Context: an optimization exercise on an open-source flow, tuned for small area, a short achievable clock period and few clock cycles. The choices shown serve that exercise and are no tape-out recipe.
The RTL of this run was laid out without a check of its function.

==> design.v <==
module crc16_f8 (input wire [15:0] c, input wire [63:0] d, output wire [15:0] o);
    assign o[0] = c[0] ^ c[1] ^ c[2] ^ c[3] ^ c[4] ^ c[5] ^ c[6] ^ c[7] ^ c[12] ^ c[13] ^ c[14] ^ c[15] ^ d[0] ^ d[1] ^ d[2] ^ d[3] ^ d[4] ^ d[5] ^ d[6] ^ d[7] ^ d[8] ^ d[9] ^ d[10] ^ d[11] ^ d[12] ^ d[13] ^ d[15] ^ d[16] ^ d[17] ^ d[18] ^ d[19] ^ d[20] ^ d[21] ^ d[22] ^ d[23] ^ d[24] ^ d[25] ^ d[26] ^ d[27] ^ d[30] ^ d[31] ^ d[32] ^ d[33] ^ d[34] ^ d[35] ^ d[36] ^ d[37] ^ d[38] ^ d[39] ^ d[40] ^ d[41] ^ d[43] ^ d[45] ^ d[46] ^ d[47] ^ d[48] ^ d[49] ^ d[50] ^ d[51] ^ d[52] ^ d[53] ^ d[54] ^ d[55] ^ d[60] ^ d[61] ^ d[62] ^ d[63];
    assign o[1] = c[0] ^ c[1] ^ c[2] ^ c[3] ^ c[4] ^ c[5] ^ c[6] ^ c[7] ^ c[8] ^ c[13] ^ c[14] ^ c[15] ^ d[1] ^ d[2] ^ d[3] ^ d[4] ^ d[5] ^ d[6] ^ d[7] ^ d[8] ^ d[9] ^ d[10] ^ d[11] ^ d[12] ^ d[13] ^ d[14] ^ d[16] ^ d[17] ^ d[18] ^ d[19] ^ d[20] ^ d[21] ^ d[22] ^ d[23] ^ d[24] ^ d[25] ^ d[26] ^ d[27] ^ d[28] ^ d[31] ^ d[32] ^ d[33] ^ d[34] ^ d[35] ^ d[36] ^ d[37] ^ d[38] ^ d[39] ^ d[40] ^ d[41] ^ d[42] ^ d[44] ^ d[46] ^ d[47] ^ d[48] ^ d[49] ^ d[50] ^ d[51] ^ d[52] ^ d[53] ^ d[54] ^ d[55] ^ d[56] ^ d[61] ^ d[62] ^ d[63];
    assign o[2] = c[8] ^ c[9] ^ c[12] ^ c[13] ^ d[0] ^ d[1] ^ d[14] ^ d[16] ^ d[28] ^ d[29] ^ d[30] ^ d[31] ^ d[42] ^ d[46] ^ d[56] ^ d[57] ^ d[60] ^ d[61];
    assign o[3] = c[9] ^ c[10] ^ c[13] ^ c[14] ^ d[1] ^ d[2] ^ d[15] ^ d[17] ^ d[29] ^ d[30] ^ d[31] ^ d[32] ^ d[43] ^ d[47] ^ d[57] ^ d[58] ^ d[61] ^ d[62];
    assign o[4] = c[0] ^ c[10] ^ c[11] ^ c[14] ^ c[15] ^ d[2] ^ d[3] ^ d[16] ^ d[18] ^ d[30] ^ d[31] ^ d[32] ^ d[33] ^ d[44] ^ d[48] ^ d[58] ^ d[59] ^ d[62] ^ d[63];
    assign o[5] = c[1] ^ c[11] ^ c[12] ^ c[15] ^ d[3] ^ d[4] ^ d[17] ^ d[19] ^ d[31] ^ d[32] ^ d[33] ^ d[34] ^ d[45] ^ d[49] ^ d[59] ^ d[60] ^ d[63];
    assign o[6] = c[2] ^ c[12] ^ c[13] ^ d[4] ^ d[5] ^ d[18] ^ d[20] ^ d[32] ^ d[33] ^ d[34] ^ d[35] ^ d[46] ^ d[50] ^ d[60] ^ d[61];
    assign o[7] = c[3] ^ c[13] ^ c[14] ^ d[5] ^ d[6] ^ d[19] ^ d[21] ^ d[33] ^ d[34] ^ d[35] ^ d[36] ^ d[47] ^ d[51] ^ d[61] ^ d[62];
    assign o[8] = c[0] ^ c[4] ^ c[14] ^ c[15] ^ d[6] ^ d[7] ^ d[20] ^ d[22] ^ d[34] ^ d[35] ^ d[36] ^ d[37] ^ d[48] ^ d[52] ^ d[62] ^ d[63];
    assign o[9] = c[1] ^ c[5] ^ c[15] ^ d[7] ^ d[8] ^ d[21] ^ d[23] ^ d[35] ^ d[36] ^ d[37] ^ d[38] ^ d[49] ^ d[53] ^ d[63];
    assign o[10] = c[2] ^ c[6] ^ d[8] ^ d[9] ^ d[22] ^ d[24] ^ d[36] ^ d[37] ^ d[38] ^ d[39] ^ d[50] ^ d[54];
    assign o[11] = c[3] ^ c[7] ^ d[9] ^ d[10] ^ d[23] ^ d[25] ^ d[37] ^ d[38] ^ d[39] ^ d[40] ^ d[51] ^ d[55];
    assign o[12] = c[4] ^ c[8] ^ d[10] ^ d[11] ^ d[24] ^ d[26] ^ d[38] ^ d[39] ^ d[40] ^ d[41] ^ d[52] ^ d[56];
    assign o[13] = c[5] ^ c[9] ^ d[11] ^ d[12] ^ d[25] ^ d[27] ^ d[39] ^ d[40] ^ d[41] ^ d[42] ^ d[53] ^ d[57];
    assign o[14] = c[6] ^ c[10] ^ d[12] ^ d[13] ^ d[26] ^ d[28] ^ d[40] ^ d[41] ^ d[42] ^ d[43] ^ d[54] ^ d[58];
    assign o[15] = c[0] ^ c[1] ^ c[2] ^ c[3] ^ c[4] ^ c[5] ^ c[6] ^ c[11] ^ c[12] ^ c[13] ^ c[14] ^ c[15] ^ d[0] ^ d[1] ^ d[2] ^ d[3] ^ d[4] ^ d[5] ^ d[6] ^ d[7] ^ d[8] ^ d[9] ^ d[10] ^ d[11] ^ d[12] ^ d[14] ^ d[15] ^ d[16] ^ d[17] ^ d[18] ^ d[19] ^ d[20] ^ d[21] ^ d[22] ^ d[23] ^ d[24] ^ d[25] ^ d[26] ^ d[29] ^ d[30] ^ d[31] ^ d[32] ^ d[33] ^ d[34] ^ d[35] ^ d[36] ^ d[37] ^ d[38] ^ d[39] ^ d[40] ^ d[42] ^ d[44] ^ d[45] ^ d[46] ^ d[47] ^ d[48] ^ d[49] ^ d[50] ^ d[51] ^ d[52] ^ d[53] ^ d[54] ^ d[59] ^ d[60] ^ d[61] ^ d[62] ^ d[63];
endmodule
module crc16_corr (input wire [15:0] c, input wire [2:0] m, output wire [15:0] o);
    wire [15:0] a, b, z, x, y;
    assign z[0] = c[1] ^ c[5] ^ c[6] ^ c[9] ^ c[10] ^ c[13] ^ c[14];
    assign z[1] = c[2] ^ c[6] ^ c[7] ^ c[10] ^ c[11] ^ c[14] ^ c[15];
    assign z[2] = c[1] ^ c[3] ^ c[5] ^ c[6] ^ c[7] ^ c[8] ^ c[9] ^ c[10] ^ c[11] ^ c[12] ^ c[13] ^ c[14] ^ c[15];
    assign z[3] = c[0] ^ c[2] ^ c[4] ^ c[6] ^ c[7] ^ c[8] ^ c[9] ^ c[10] ^ c[11] ^ c[12] ^ c[13] ^ c[14] ^ c[15];
    assign z[4] = c[1] ^ c[3] ^ c[5] ^ c[7] ^ c[8] ^ c[9] ^ c[10] ^ c[11] ^ c[12] ^ c[13] ^ c[14] ^ c[15];
    assign z[5] = c[0] ^ c[2] ^ c[4] ^ c[6] ^ c[8] ^ c[9] ^ c[10] ^ c[11] ^ c[12] ^ c[13] ^ c[14] ^ c[15];
    assign z[6] = c[1] ^ c[3] ^ c[5] ^ c[7] ^ c[9] ^ c[10] ^ c[11] ^ c[12] ^ c[13] ^ c[14] ^ c[15];
    assign z[7] = c[0] ^ c[2] ^ c[4] ^ c[6] ^ c[8] ^ c[10] ^ c[11] ^ c[12] ^ c[13] ^ c[14] ^ c[15];
    assign z[8] = c[1] ^ c[3] ^ c[5] ^ c[7] ^ c[9] ^ c[11] ^ c[12] ^ c[13] ^ c[14] ^ c[15];
    assign z[9] = c[0] ^ c[2] ^ c[4] ^ c[6] ^ c[8] ^ c[10] ^ c[12] ^ c[13] ^ c[14] ^ c[15];
    assign z[10] = c[1] ^ c[3] ^ c[5] ^ c[7] ^ c[9] ^ c[11] ^ c[13] ^ c[14] ^ c[15];
    assign z[11] = c[0] ^ c[2] ^ c[4] ^ c[6] ^ c[8] ^ c[10] ^ c[12] ^ c[14] ^ c[15];
    assign z[12] = c[1] ^ c[3] ^ c[5] ^ c[7] ^ c[9] ^ c[11] ^ c[13] ^ c[15];
    assign z[13] = c[2] ^ c[4] ^ c[6] ^ c[8] ^ c[10] ^ c[12] ^ c[14];
    assign z[14] = c[0] ^ c[3] ^ c[5] ^ c[7] ^ c[9] ^ c[11] ^ c[13] ^ c[15];
    assign z[15] = c[0] ^ c[4] ^ c[5] ^ c[8] ^ c[9] ^ c[12] ^ c[13];
    assign b[0] = x[1] ^ x[2] ^ x[4] ^ x[6] ^ x[8] ^ x[10] ^ x[12] ^ x[14];
    assign b[1] = x[2] ^ x[3] ^ x[5] ^ x[7] ^ x[9] ^ x[11] ^ x[13] ^ x[15];
    assign b[2] = x[0] ^ x[1] ^ x[2] ^ x[3];
    assign b[3] = x[0] ^ x[1] ^ x[2] ^ x[3] ^ x[4];
    assign b[4] = x[0] ^ x[1] ^ x[2] ^ x[3] ^ x[4] ^ x[5];
    assign b[5] = x[0] ^ x[1] ^ x[2] ^ x[3] ^ x[4] ^ x[5] ^ x[6];
    assign b[6] = x[0] ^ x[1] ^ x[2] ^ x[3] ^ x[4] ^ x[5] ^ x[6] ^ x[7];
    assign b[7] = x[0] ^ x[1] ^ x[2] ^ x[3] ^ x[4] ^ x[5] ^ x[6] ^ x[7] ^ x[8];
    assign b[8] = x[0] ^ x[1] ^ x[2] ^ x[3] ^ x[4] ^ x[5] ^ x[6] ^ x[7] ^ x[8] ^ x[9];
    assign b[9] = x[0] ^ x[1] ^ x[2] ^ x[3] ^ x[4] ^ x[5] ^ x[6] ^ x[7] ^ x[8] ^ x[9] ^ x[10];
    assign b[10] = x[0] ^ x[1] ^ x[2] ^ x[3] ^ x[4] ^ x[5] ^ x[6] ^ x[7] ^ x[8] ^ x[9] ^ x[10] ^ x[11];
    assign b[11] = x[0] ^ x[1] ^ x[2] ^ x[3] ^ x[4] ^ x[5] ^ x[6] ^ x[7] ^ x[8] ^ x[9] ^ x[10] ^ x[11] ^ x[12];
    assign b[12] = x[0] ^ x[1] ^ x[2] ^ x[3] ^ x[4] ^ x[5] ^ x[6] ^ x[7] ^ x[8] ^ x[9] ^ x[10] ^ x[11] ^ x[12] ^ x[13];
    assign b[13] = x[0] ^ x[1] ^ x[2] ^ x[3] ^ x[4] ^ x[5] ^ x[6] ^ x[7] ^ x[8] ^ x[9] ^ x[10] ^ x[11] ^ x[12] ^ x[13] ^ x[14];
    assign b[14] = x[1] ^ x[2] ^ x[3] ^ x[4] ^ x[5] ^ x[6] ^ x[7] ^ x[8] ^ x[9] ^ x[10] ^ x[11] ^ x[12] ^ x[13] ^ x[14] ^ x[15];
    assign b[15] = x[0] ^ x[1] ^ x[3] ^ x[5] ^ x[7] ^ x[9] ^ x[11] ^ x[13] ^ x[15];
    assign a[0] = y[0] ^ y[2] ^ y[4] ^ y[6] ^ y[8];
    assign a[1] = y[1] ^ y[3] ^ y[5] ^ y[7] ^ y[9];
    assign a[2] = y[10];
    assign a[3] = y[11];
    assign a[4] = y[12];
    assign a[5] = y[13];
    assign a[6] = y[14];
    assign a[7] = y[0] ^ y[15];
    assign a[8] = y[0] ^ y[1];
    assign a[9] = y[0] ^ y[1] ^ y[2];
    assign a[10] = y[0] ^ y[1] ^ y[2] ^ y[3];
    assign a[11] = y[0] ^ y[1] ^ y[2] ^ y[3] ^ y[4];
    assign a[12] = y[0] ^ y[1] ^ y[2] ^ y[3] ^ y[4] ^ y[5];
    assign a[13] = y[0] ^ y[1] ^ y[2] ^ y[3] ^ y[4] ^ y[5] ^ y[6];
    assign a[14] = y[0] ^ y[1] ^ y[2] ^ y[3] ^ y[4] ^ y[5] ^ y[6] ^ y[7];
    assign a[15] = y[1] ^ y[3] ^ y[5] ^ y[7];
    assign x = m[2] ? z : c;
    assign y = m[1] ? b : x;
    assign o = m[0] ? a : y;
endmodule
module frm_pack (
    input  wire        clk,
    input  wire        rst,
    input  wire        start,
    input  wire [7:0]  ft,
    input  wire [7:0]  sub,
    input  wire [15:0] cmd,          
    input  wire [7:0]  dlen,
    input  wire [11:0] plen,         
    output wire        idle,
    input  wire        pi_valid,
    output wire        pi_ready,
    input  wire [3:0]  pi_count,
    input  wire [63:0] pi_data,      
    output wire        fo_valid,
    input  wire        fo_ready,
    output wire [28:0] fo_id,
    output wire [3:0]  fo_len,
    output wire [63:0] fo_data,      
    output wire        done,
    output wire [7:0]  status,
    output wire [7:0]  subcode
);
    localparam [7:0]  HOST_ID  = 8'h08;
    localparam [11:0] MAX_PLEN = 12'd2034;    
    localparam [15:0] HDR_INIT = 16'h427B;
    reg         act;         
    reg         idle_r;
    reg         done_r;      
    reg         lastf;       
    reg         refused;
    reg         pok;         
    reg         fv;          
    reg  [7:0]  op_sub;
    reg         op_multi;
    reg  [7:0]  fcnt;        
    reg  [63:0] F;
    reg  [3:0]  f;
    reg  [63:0] R;
    reg  [3:0]  r;
    reg  [2:0]  rp;
    reg  [11:0] rem;         
    reg  [1:0]  tc;          
    reg  [15:0] crc;
    reg  [2:0]  cm;          
    assign done     = done_r | (lastf & fo_ready);
    assign idle     = idle_r | (lastf & fo_ready);
    assign pi_ready = pok & ((r == 4'd0) | ((rp == 3'd4) & ((f == 4'd0) | (fv & fo_ready))));
    assign fo_valid = fv;
    assign fo_id    = {HOST_ID, op_sub, op_multi, fcnt, 4'hF};
    assign fo_len   = f;
    assign fo_data  = F;
    assign status   = {8{refused}};
    assign subcode  = {6'd0, refused, refused};
    wire        take    = pi_valid & pi_ready;
    wire        begin_op = start & idle;
    wire [15:0] crc_fix;
    crc16_corr u_corr (.c(crc), .m(cm), .o(crc_fix));
    reg  [63:0] mask;
    integer j;
    always @(*) begin
        for (j = 0; j < 8; j = j + 1)
            mask[63 - 8 * j -: 8] = {8{pi_count > j}};
    end
    wire        hsel = ~pok;
    wire [15:0] f8_c = hsel ? HDR_INIT : crc;
    wire [63:0] f8_d = hsel ? {24'd0, ft, sub, cmd, dlen} : (pi_data & mask);
    wire [15:0] f8_o;
    crc16_f8 u_f8 (.c(f8_c), .d(f8_d), .o(f8_o));
    wire        send    = fv & fo_ready;
    wire        rem_last = (rem[11:4] == 8'd0) & (rem[3:0] == pi_count);
    wire        last    = lastf & fo_ready;
    wire        free    = send | (f == 4'd0);
    wire        mv      = free & (rp == 3'd4) & (r != 4'd0);    
    wire [3:0]  f_base  = free ? (mv ? r : 4'd0) : f;
    wire [3:0]  r_base  = mv ? 4'd0 : r;
    wire        fcount  = pi_count[3] | rem_last;                
    wire        fast    = take & fcount & (r_base == 4'd0) & (f_base == 4'd4);
    wire        rload   = take & ~fast;
    wire        ins_r   = (r_base != 4'd0) & ~f_base[3];
    wire        tail    = act & (rem == 12'd0) & (r_base == 4'd0)
                          & (tc != 2'd0) & ~f_base[3];
    wire        ins0    = ins_r | tail;
    wire        ins1    = tail & tc[1] & (f_base != 4'd7);
    wire [7:0]  r_byte  = R[63 - 8 * rp -: 8];
    wire [7:0]  h0      = tail ? (tc[1] ? crc_fix[15:8] : crc_fix[7:0]) : r_byte;
    wire [7:0]  h1      = crc_fix[7:0];
    wire [3:0]  cin4    = (pi_count > 4'd4) ? 4'd4 : pi_count;
    reg  [63:0] F_n;
    always @(*) begin
        for (j = 0; j < 8; j = j + 1) begin
            if (ins0 && f_base == j)
                F_n[63 - 8 * j -: 8] = h0;
            else if (ins1 && f_base == j - 1)
                F_n[63 - 8 * j -: 8] = h1;
            else if (fast && j >= 4)
                F_n[63 - 8 * j -: 8] = pi_data[63 - 8 * (j - 4) -: 8];
            else if (mv && j < 4)
                F_n[63 - 8 * j -: 8] = R[31 - 8 * j -: 8];
            else
                F_n[63 - 8 * j -: 8] = F[63 - 8 * j -: 8];
        end
    end
    wire [3:0]  f_n   = f_base + (fast ? cin4 : 4'd0) + {3'd0, ins0} + {3'd0, ins1};
    wire [1:0]  tc_n  = tail ? (tc - {1'b0, ins0} - {1'b0, ins1}) : tc;
    wire [11:0] rem_n = take ? (rem - {8'd0, pi_count}) : rem;
    wire        fv_n  = act & ~last & (f_n[3] | ((tc_n == 2'd0) & (f_n != 4'd0)));
    wire [12:0] nm1   = {1'b0, plen} + 13'd5;       
    always @(posedge clk) begin
        F <= F_n;
        if (rst) begin
            act     <= 1'b0;
            idle_r  <= 1'b1;
            done_r  <= 1'b0;
            lastf   <= 1'b0;
            pok     <= 1'b0;
            fv      <= 1'b0;
        end else begin
            done_r <= 1'b0;
            if (begin_op) begin
                refused <= (plen > MAX_PLEN);
                done_r  <= (plen > MAX_PLEN);
                act     <= (plen <= MAX_PLEN);
                idle_r  <= (plen > MAX_PLEN);
                pok     <= (plen != 12'd0) & (plen <= MAX_PLEN);
                lastf   <= 1'b0;
                op_sub   <= sub;
                op_multi <= (plen >= 12'd3);
                fcnt     <= nm1[10:3];
                R[31:0]  <= {ft, cmd, dlen};
                rp       <= 3'd4;
                r        <= 4'd4;
                f        <= 4'd0;
                rem      <= plen;
                tc       <= 2'd2;
                crc      <= f8_o;
                cm       <= 3'd0;
                fv       <= 1'b0;
            end else begin
                if (last) begin
                    act    <= 1'b0;
                    idle_r <= 1'b1;
                end
                if (send)
                    fcnt <= fcnt - 8'd1;
                lastf <= fv_n & (send ? (fcnt == 8'd1) : (fcnt == 8'd0));
                f   <= f_n;
                tc  <= tc_n;
                rem <= rem_n;
                fv  <= fv_n;
                if (take)
                    R <= pi_data;
                if (fast) begin
                    r  <= (pi_count > 4'd4) ? pi_count - 4'd4 : 4'd0;
                    rp <= 3'd4;
                end else if (rload) begin
                    r  <= pi_count;
                    rp <= 3'd0;
                end else if (ins_r) begin
                    r  <= r_base - 4'd1;
                    rp <= rp + 3'd1;
                end else begin
                    r  <= r_base;
                end
                if (take) begin
                    crc <= f8_o;
                    cm  <= 3'd0 - pi_count[2:0];
                end else begin
                    crc <= crc_fix;
                    cm  <= 3'd0;
                end
                pok <= act & ~last & (take ? (~rem_last & pi_count[3]) : (rem != 12'd0));
            end
        end
    end
endmodule
==> flow/run.sh <==
#!/bin/bash
# The standard layout (standard.sh) with buf_1 cells as the port buffers.
# ORFS writes each step's log under orfs/logs; the make output goes to flow.log.
set -euo pipefail
sed 's|"\${@:-finish}"|"BUFFER_PORTS_ARGS=-buffer_cell sky130_fd_sc_hd__buf_1" "${@:-finish}"|' standard.sh > standard_own.sh
grep -q 'BUFFER_PORTS_ARGS=' standard_own.sh
bash standard_own.sh > flow.log 2>&1
==> standard.sh <==
#!/bin/bash
# synth_recipe.tcl (not shown) runs the flow's synth.tcl, then flattens the netlist and writes it again
# the make line also repeats each setting of config.mk as NAME=value (left out here)
make -C /OpenROAD-flow-scripts/flow DESIGN_CONFIG=/design/flow/config.mk WORK_HOME=/design/flow/orfs CLKGATE_MAP_FILE= SYNTH_SCRIPT=/design/flow/synth_recipe.tcl "${@:-finish}"
==> config.mk <==
export PLATFORM = sky130hd
export DESIGN_NAME = frm_pack
export DESIGN_NICKNAME = frm_pack
export VERILOG_FILES = /design/flow/design.v
export SDC_FILE = /design/flow/constraint.sdc
export NUM_CORES = 4
export LEC_CHECK = 0
export CAP_MARGIN = 20
export CORE_MARGIN = 2
export CORE_UTILIZATION = 40
export PLACE_DENSITY = 0.6
export SETUP_SLACK_MARGIN = 5
export SLEW_MARGIN = 20
==> constraint.sdc <==
create_clock -name core_clock -period 10.0 [get_ports {clk}]
set_input_delay 2.0000 -clock core_clock [delete_from_list [all_inputs] [get_ports {clk}]]
set_output_delay 2.0000 -clock core_clock [all_outputs]
set_load 0.01 [all_outputs]
==> impl_metrics.toml <==
[cells_and_area]
layout.nets = 2101
fillerInstances = 3786
final_common_cell = "nand2_1"
final_area_um2 = 18700
layout-drive-gt1-share_pct = 12.4
insertedDiodeCount = 0
seq_area_um2 = 5830
synthToLayoutAreaGrowth_pct = 17.6
layout_common_cells = "nand2_1, buf_1, xnor2_1"
multi_input_area_um2 = 9990

[synth]
syn_avg_cell_area_um2 = 9.24
synth_edf_count = 190
synth_ff_type = "edfxtp_1"
synth_top_area_share_pct = 35.8
synth_top_area_cell = "edfxtp_1"
synth.yosys.seq_area_share_pct = 36.6
mappedNetlistArea_um2 = 15900
synth_cell_type_count = 80
ys_ff_latch = 196
synthArstFlopShare_pct = 0
yosys_warnings = 9
syn_inst = 1724
synth_top_cells_by_area = "edfxtp_1, xnor2_1, nand2_1"

[hold_path]
hp-class = "reg2reg"
hp-start = "act"

[route]
drt-pass1-iter-count = 6
drt-vias-per-instance = 5.75
drt_iter0_markers = 1544
post_drt_wl_per_cell_um = 24.8
num_vias = 14300
drt_wl_total_um = 61700
drcViolationCount = 0
drtAntennaViolNets = 0

[worst_setup_path]
crit_type = "in2reg"
crit_slowest_cell = "fa_2"
path_buf_inv = 3
cp_data_required_time_ns = 10.41
cp_max_fo = 5
timing.critical_path.from_type = "input pin"
cp-end-kind = "flop"
r2r-start = "crc[10]"
cp_data_arrival_time_ns = 5.32
critPathLaunch = "fo_ready"
cp_cell_sequence = "clkbuf_2 > and2_4 > o21a_4 > a22o_4 > nor2_4 > nand2_2 > nor3_4 > nand4_1 > fa_2 > inv_2 > ha_4 > inv_2 > fa_2 > nand3b_1 > o211ai_1 > a211oi_2 > and4_1"
slowest_delay_ns = 0.58
path_delay_family = "adder cells"

[grt]
grtUsageTotal_pct = 29.2
grt_pass1_wl_um = 88500
grt_pass1_vias = 13100
grt_max_degree = 79
antenna_found_initial = 3
grt-ovfl-total = 0

[clocking]
cts_buffer_depth = 2
postCtsHoldBufs = 0
path_clk_slew_ns = 0.09
htree_levels = 4
cts_root_buf = "clkbuf_16"
clock_latency_ns = 0.46
tritoncts = "built"
cts_made_buffers = 17
clkSinkCount = 196

[die]
fp-row-count = 73
num_io_pins = 242
die-area_um2 = 41400
initial_core_util_pct = 40.3
core-area_um2 = 39500
die_x_um = 204
die_y_um = 204

[placed_design]
post_dp_cell_area_um2 = 17200
place_hpwl_um = 48300
portBuffers = 223
place.gp.congestion = 0.979
dp_slack_ns = 3.87

[sta]
period_share_pct = 49.1
rsz0062_at_grt = "yes"
tightest_slew_ns = 1.01
fin_tns_setup_ns = 0
timing.fmax_ghz = 0.204
setup_viol = 0
hold_violations = 0
period_minus_slack_ns = 4.91
slew_viol_final = 0
slew_headroom_pct = 31.9
skew_ns = 0.0152
finalWorstSetupSlack_ns = 5.09

[job]
drv_cap = 0

[outcome]
status = "finished clean"
==> layer usage <==
layer	wire (um)	up-vias	share of wire [%]	GRT usage (%)
li1	-	6435	-	-
met1	25800	6878	42	41.5
met2	27800	864	45	45.9
met3	5960	135	9.7	4.31
met4	2150	0	3.5	9.28
met5	0	-	0	0
==> cell families after synthesis <==
group,share of synthesized area [%]
other,0.0471
buffers and inverters,4.32
XOR/XNOR,23.2
multiplexers,4.59
AND/OR/NAND/NOR,15.8
adder cells (fa/ha/maj),2.15
AO/OA/AOI/OAI,13.3
flip-flops,36.6
==> tightest hold or removal path, delay by kind of cell, from the launching register on <==
family | cells | cell delay [ns]
AO/OA/AOI/OAI | 1 | 0.07
flip-flops | 1 | 0.33
AND/OR/NAND/NOR | 1 | 0.16
==> worst paths after layout <==
| check | to | slack, ns | cells after the start |
|---|---|---|---|
| worst max-delay path | lastf | 5.09 | 17 |
| worst min-delay path | fv | 0.61 | 2 |
| worst max register to register | F[40] | 5.13 | 13 |
| worst min register to register | fv | 0.61 | 2 |
==> stage by stage <==
step	instances	utilization, %	hold WS, ns
3_3_place_gp	2402	43.4	0.590
4_1_cts	2449	45.8	0.622
3_5_place_dp	2402	43.4	0.597
5_1_grt	2489	47.4	0.646
2_1_floorplan	1740	-	0.486
6_report	2489	47.4	0.610
==> final cells by class <==
class                      instances  share of cell area (%)
clock buffer                      17                    2.27
clock inverter                    15                    1.17
inverter                          43                   0.989
multi-input combinational       1397                    53.3
sequential                       196                    31.1
tap                              525                    3.51
timing repair buffer             296                    7.61
==> synthesized netlist by cell type, types with 14 or more instances <==
cell / count
a21oi_1: 118
a31oi_1: 14
buf_4: 34
clkbuf_1: 63
edfxtp_1: 190
ha_1: 21
inv_1: 39
mux2i_1: 32
nand2_1: 297
nor2_1: 153
nor2b_1: 22
nor3_1: 26
o21ai_0: 87
o221ai_1: 15
o22ai_1: 27
xnor2_1: 226
xnor3_1: 14
xor2_1: 102
==> state kept, by name, summed over array words and instances (netlist names) <==
| register | flops |
|---|---|
| pok | 1 |
| op_multi | 1 |
| fv | 1 |
| r | 4 |
| done_r | 1 |
| R | 64 |
| op_sub | 8 |
| fcnt | 8 |
| idle_r | 1 |
| crc | 16 |
| tc | 2 |
| refused | 1 |
| act | 1 |
| lastf | 1 |
| rp | 3 |
| cm | 3 |
| rem | 12 |
| f | 4 |
| F | 64 |
==> what timing repair did <==
action,4_1_cts,5_1_grt
buffers inserted,15,39
hold endpoints to repair,0,0
pin swaps,4,24
gates resized for setup,42,62
cloned,0,1
endpoints found under the setup margin,76,68

==> port drivers added, routing unchanged <==
The results above use ideal ports. As a check the final layout listed here was re-extracted and re-timed, cells and wires unchanged. Step 1 assumes that a clkbuf_16 drives the clock port and a buf_2 every other input. Step 2 also shifts input and output timing later by t, the mid clock arrival at the registers, as if the neighbouring blocks saw the same clock. a / b / c = no drivers / after step 1 / after step 2; a / b = the first two.
shift t [ns]: 0.506
slack for setup (ns): 5.092 / 5.053 / 4.584
worst data-port slew with drivers (ns): 0.07
After both steps this run still meets setup and hold. For this run, drivers alone change the setup slack by -0.039 ns; drivers and shift together by -0.508 ns.
